This design comes from an exercise in tuning for small area, a short achievable clock period and few clock cycles on the open sky130 flow, not from production work. The RTL was checked by simulation tests, not by an equivalence proof against the original design. No activity file was given, so power comes from the tool's default toggle rates.

## bod_framer
module bod_framer #(
    parameter FB_CAP    = 64,       
    parameter MAX_FRAME = 80,       
    parameter [7:0] DATA_TERM = 8'h03
) (
    input  wire       clk,
    input  wire       rst,
    input  wire       cp_req_valid,
    output wire       cp_req_ready,
    input  wire [7:0] cp_req_data,
    output wire       cp_rsp_valid,
    input  wire       cp_rsp_ready,
    output wire [7:0] cp_rsp_data
);
    localparam AW = $clog2(FB_CAP);
    localparam DB = MAX_FRAME - 1;       
    localparam [7:0] OP_ENC = 8'h20, OP_DEC = 8'h21, OP_FBPUSH = 8'h30,
                     OP_VALIDATE = 8'h31, OP_FBCLEAR = 8'h32, OP_BVAL = 8'h40,
                     OP_BDATA = 8'h41, OP_STAT = 8'h60;
    localparam [7:0] ST_OK = 8'h00, ST_NEED = 8'h01, ST_CSUM = 8'h02,
                     ST_FULL = 8'h05, ST_TOO_LONG = 8'h06, ST_BAD_DIGIT = 8'h07,
                     ST_NONCANON = 8'h08, ST_ILLEGAL = 8'h0F;
    localparam [7:0] STX = 8'h02, ETX = 8'h03;
    localparam [2:0] S_OPC = 3'd0, S_OPND = 3'd1, S_LEN = 3'd2, S_DATA = 3'd3,
                     S_WAITV = 3'd4, S_RESP = 3'd5;
    localparam [2:0] C_ENC = 3'd0, C_DEC = 3'd1, C_PUSH = 3'd2, C_VAL = 3'd3,
                     C_BVAL = 3'd4, C_BDATA = 3'd5, C_STAT = 3'd6, C_ONE = 3'd7;
    reg [2:0]  state;
    reg [2:0]  cls;
    reg        ready_r, valid_r;
    reg [7:0]  out_q;            
    reg [7:0]  cnt;              
    reg [6:0]  ptr;              
    reg [3:0]  idx;              
    reg        err;              
    reg [7:0]  r1, r2, r3;       
    reg [7:0]    fbuf [0:FB_CAP-1];
    reg [AW-1:0] fb_head;
    reg [AW:0]   fb_len;
    reg [15:0]   cerr;
    reg [7:0] dbuf [0:DB-1];
    reg          sc_found;       
    reg          sc_stx;         
    reg          sc_apend;       
    reg [AW:0]   sc_off;         
    reg [AW-1:0] sc_ptr;         
    reg [AW-1:0] sc_s;           
    reg [6:0]    sc_flen;        
    reg [7:0]    sc_x;           
    reg [7:0]    sc_prev;        
    reg [7:0]    sc_a;           
    assign cp_req_ready = ready_r & ~rst;
    assign cp_rsp_valid = valid_r & ~rst;
  ...
Size in the first run: roughly 3400 cells after synthesis, roughly 1300 flip-flops, roughly 22 I/O pins.
==> flow/config.mk <==
export PLATFORM = sky130hd
export DESIGN_NAME = bod_framer
export DESIGN_NICKNAME = bod_framer
export VERILOG_FILES = /design/flow/design.v
export SDC_FILE = /design/flow/constraint.sdc
export NUM_CORES = 4
export LEC_CHECK = 0
export CAP_MARGIN = 20
export CORE_MARGIN = 2
export CORE_UTILIZATION = 55
export CTS_BUF_LIST = sky130_fd_sc_hd__clkbuf_8
export CTS_CLUSTER_DIAMETER = 60
export CTS_CLUSTER_SIZE = 14
export SETUP_SLACK_MARGIN = 5
export SLEW_MARGIN = 20
export SYNTH_HIERARCHICAL = 1
export SYNTH_MINIMUM_KEEP_SIZE = 0
==> flow/constraint.sdc <==
create_clock -name core_clock -period 10.0 [get_ports {clk}]
set_input_delay 2.0000 -clock core_clock [delete_from_list [all_inputs] [get_ports {clk}]]
set_output_delay 2.0000 -clock core_clock [all_outputs]
set_load 0.01 [all_outputs]
standard.sh (not shown) runs the stock make flow with config.mk's settings and CLKGATE_MAP_FILE= SYNTH_SCRIPT=/design/flow/synth_recipe.tcl, a recipe that flattens the netlist after the stock synthesis.
==> flow/flow/run.sh <==
#!/bin/bash
set -euo pipefail
bash standard.sh SETUP_SLACK_MARGIN=5.75 finish > flow_make.log 2>&1
The baseline completed without violations.
Testbench counts at the start, summed over its fixed seeds: cycles 178,481.
Rerun with:
==> flow/flow/run.sh (replaced) <==
#!/bin/bash
set -euo pipefail
bash standard.sh SETUP_SLACK_MARGIN=6.0 finish > flow_make.log 2>&1
CORE_UTILIZATION = 50   (was 55)
Register-to-register slack gains 190 ps.
Utilization drops by 4.0 points.
Die area climbs by roughly a tenth.
Count of clock-buffer cells in the layout climbs by 7.
Power climbs slightly.
Cell count climbs by a few percent.
Non-clock buffer count climbs by 65.
Global-route usage drops by 2.8 points.
Worst setup slack gains 3.4 ps.
Sequential power barely changes.
Rerun with:
==> flow/flow/run.sh (replaced) <==
#!/bin/bash
set -euo pipefail
bash standard.sh SETUP_SLACK_MARGIN=5.75 finish > flow_make.log 2>&1
=>
- power shrinks by a few percent
- die area stays the same
- worst hold slack gets better by 7.6 ps
- utilization shrinks by 1.4 points
- sequential share of layout area grows by 1.6 points
- design area shrinks by a few percent
- sequential cell count does not change
- clock skew grows by 5.9 ps
- combinational power shrinks by roughly a tenth
- non-clock buffer count shrinks by 87

========
Another version of the RTL of bod_framer (not shown whole).
Size: about 3400 cells after synthesis, roughly 1300 flip-flops, roughly 22 I/O pins, roughly 52000 um2 of cells after synthesis.
clock: 10.0 ns
lec_check: 0
cap_margin: 20
core_margin: 2
core_utilization: 50
cts_buf_list: sky130_fd_sc_hd__clkbuf_16
cts_cluster_diameter: 70
cts_cluster_size: 22
setup_slack_margin: 5
slew_margin: 20
synth_hierarchical: 1
synth_minimum_keep_size: 0
run.sh (not shown) runs the stock make flow with config.mk's settings and CLKGATE_MAP_FILE= SYNTH_SCRIPT=/design/flow/synth_recipe.tcl, a recipe that flattens the netlist after the stock synthesis.
Stock flow here: none of the scripts above is used.
The starting point finished with timing, DRC and antenna clean.
Testbench counts at the start, summed over its fixed seeds: cycles 178,481.
==> next run, changes <==
==> flow/flow/run.sh (new file) <==
#!/bin/bash
set -euo pipefail
bash standard.sh SETUP_SLACK_MARGIN=6.0 finish > flow_make.log 2>&1
==> flow/standard.sh (new file) <==
#!/bin/bash
# synth_recipe.tcl (not shown) runs the flow's synth.tcl, then flattens the netlist and writes it again
# the make line also repeats each setting of config.mk as NAME=value (left out here)
make -C /OpenROAD-flow-scripts/flow DESIGN_CONFIG=/design/flow/config.mk WORK_HOME=/design/flow/orfs CLKGATE_MAP_FILE= SYNTH_SCRIPT=/design/flow/synth_recipe.tcl "${@:-finish}"
- CTS_BUF_LIST: sky130_fd_sc_hd__clkbuf_16 -> sky130_fd_sc_hd__clkbuf_8
- CTS_CLUSTER_DIAMETER: 70 -> 60
- CTS_CLUSTER_SIZE: 22 -> 14
removed: flow/run.sh
Result:
- global-route usage rises by 1.1 points
- power falls by about 1%
- via count rises by about 4%
- sequential power hardly moves
- register-to-register slack is better by 720 ps
- die area does not change
- hold slack is worse by 4.2 ps
==> next run, changes <==
==> flow/flow/run.sh (replaced) <==
#!/bin/bash
set -euo pipefail
bash standard.sh SETUP_SLACK_MARGIN=5.5 finish > flow_make.log 2>&1
After rerunning: Routed wire length went down by 4.2%; critical path depth increases by 9; first-iteration DRC count fell by 13%.
==> next run, changes <==
==> flow/flow/run.sh (replaced) <==
#!/bin/bash
set -euo pipefail
bash standard.sh SETUP_SLACK_MARGIN=5.75 finish > flow_make.log 2>&1
Result:
- setup slack gains 93 ps
- via count is about the same
- total power increases slightly
- sequential share of layout area went down by 0.52 points
- design area rises slightly
- first-iteration DRC count rose by a few percent

-- static timing again, ports no longer ideal --
The results above use ideal ports. As a check the final layouts listed here were re-extracted and re-timed, cells and wires unchanged.
Step 1, drivers: a clkbuf_16 drives clk and a buf_2 each remaining input, both assumed.
Step 2 moves the port delays by t, midway between the first and last clock arrival at a register: inputs arrive t later, outputs are due t later. That takes back most of the time a late clock gives input paths.
Three values: no drivers, after step 1, after step 2; two values: the first two.
| run | t (ns) | slack for setup (ns) | clock arrival spread, ns |
|---|---|---|---|
| the first run of note 1 | 0.875 | 5.544 / 5.492 / 4.962 | 0.037 / 0.037 |
| the second run of note 1 | 0.869 | 5.547 / 5.493 / 5.177 | 0.067 / 0.067 |
| the third run of note 1 | 0.872 | 5.572 / 5.524 / 4.985 | 0.070 / 0.070 |
| the first run of note 2 | 0.758 | 5.054 / 5.054 / 4.566 | 0.045 / 0.045 |
| the second run of note 2 | 0.869 | 5.547 / 5.493 / 5.177 | 0.067 / 0.067 |
| the third run of note 2 | 0.841 | 5.479 / 5.466 / 4.911 | 0.081 / 0.081 |
| the fourth run of note 2 | 0.872 | 5.572 / 5.524 / 4.985 | 0.070 / 0.070 |
After both steps every run listed still meets setup and hold.
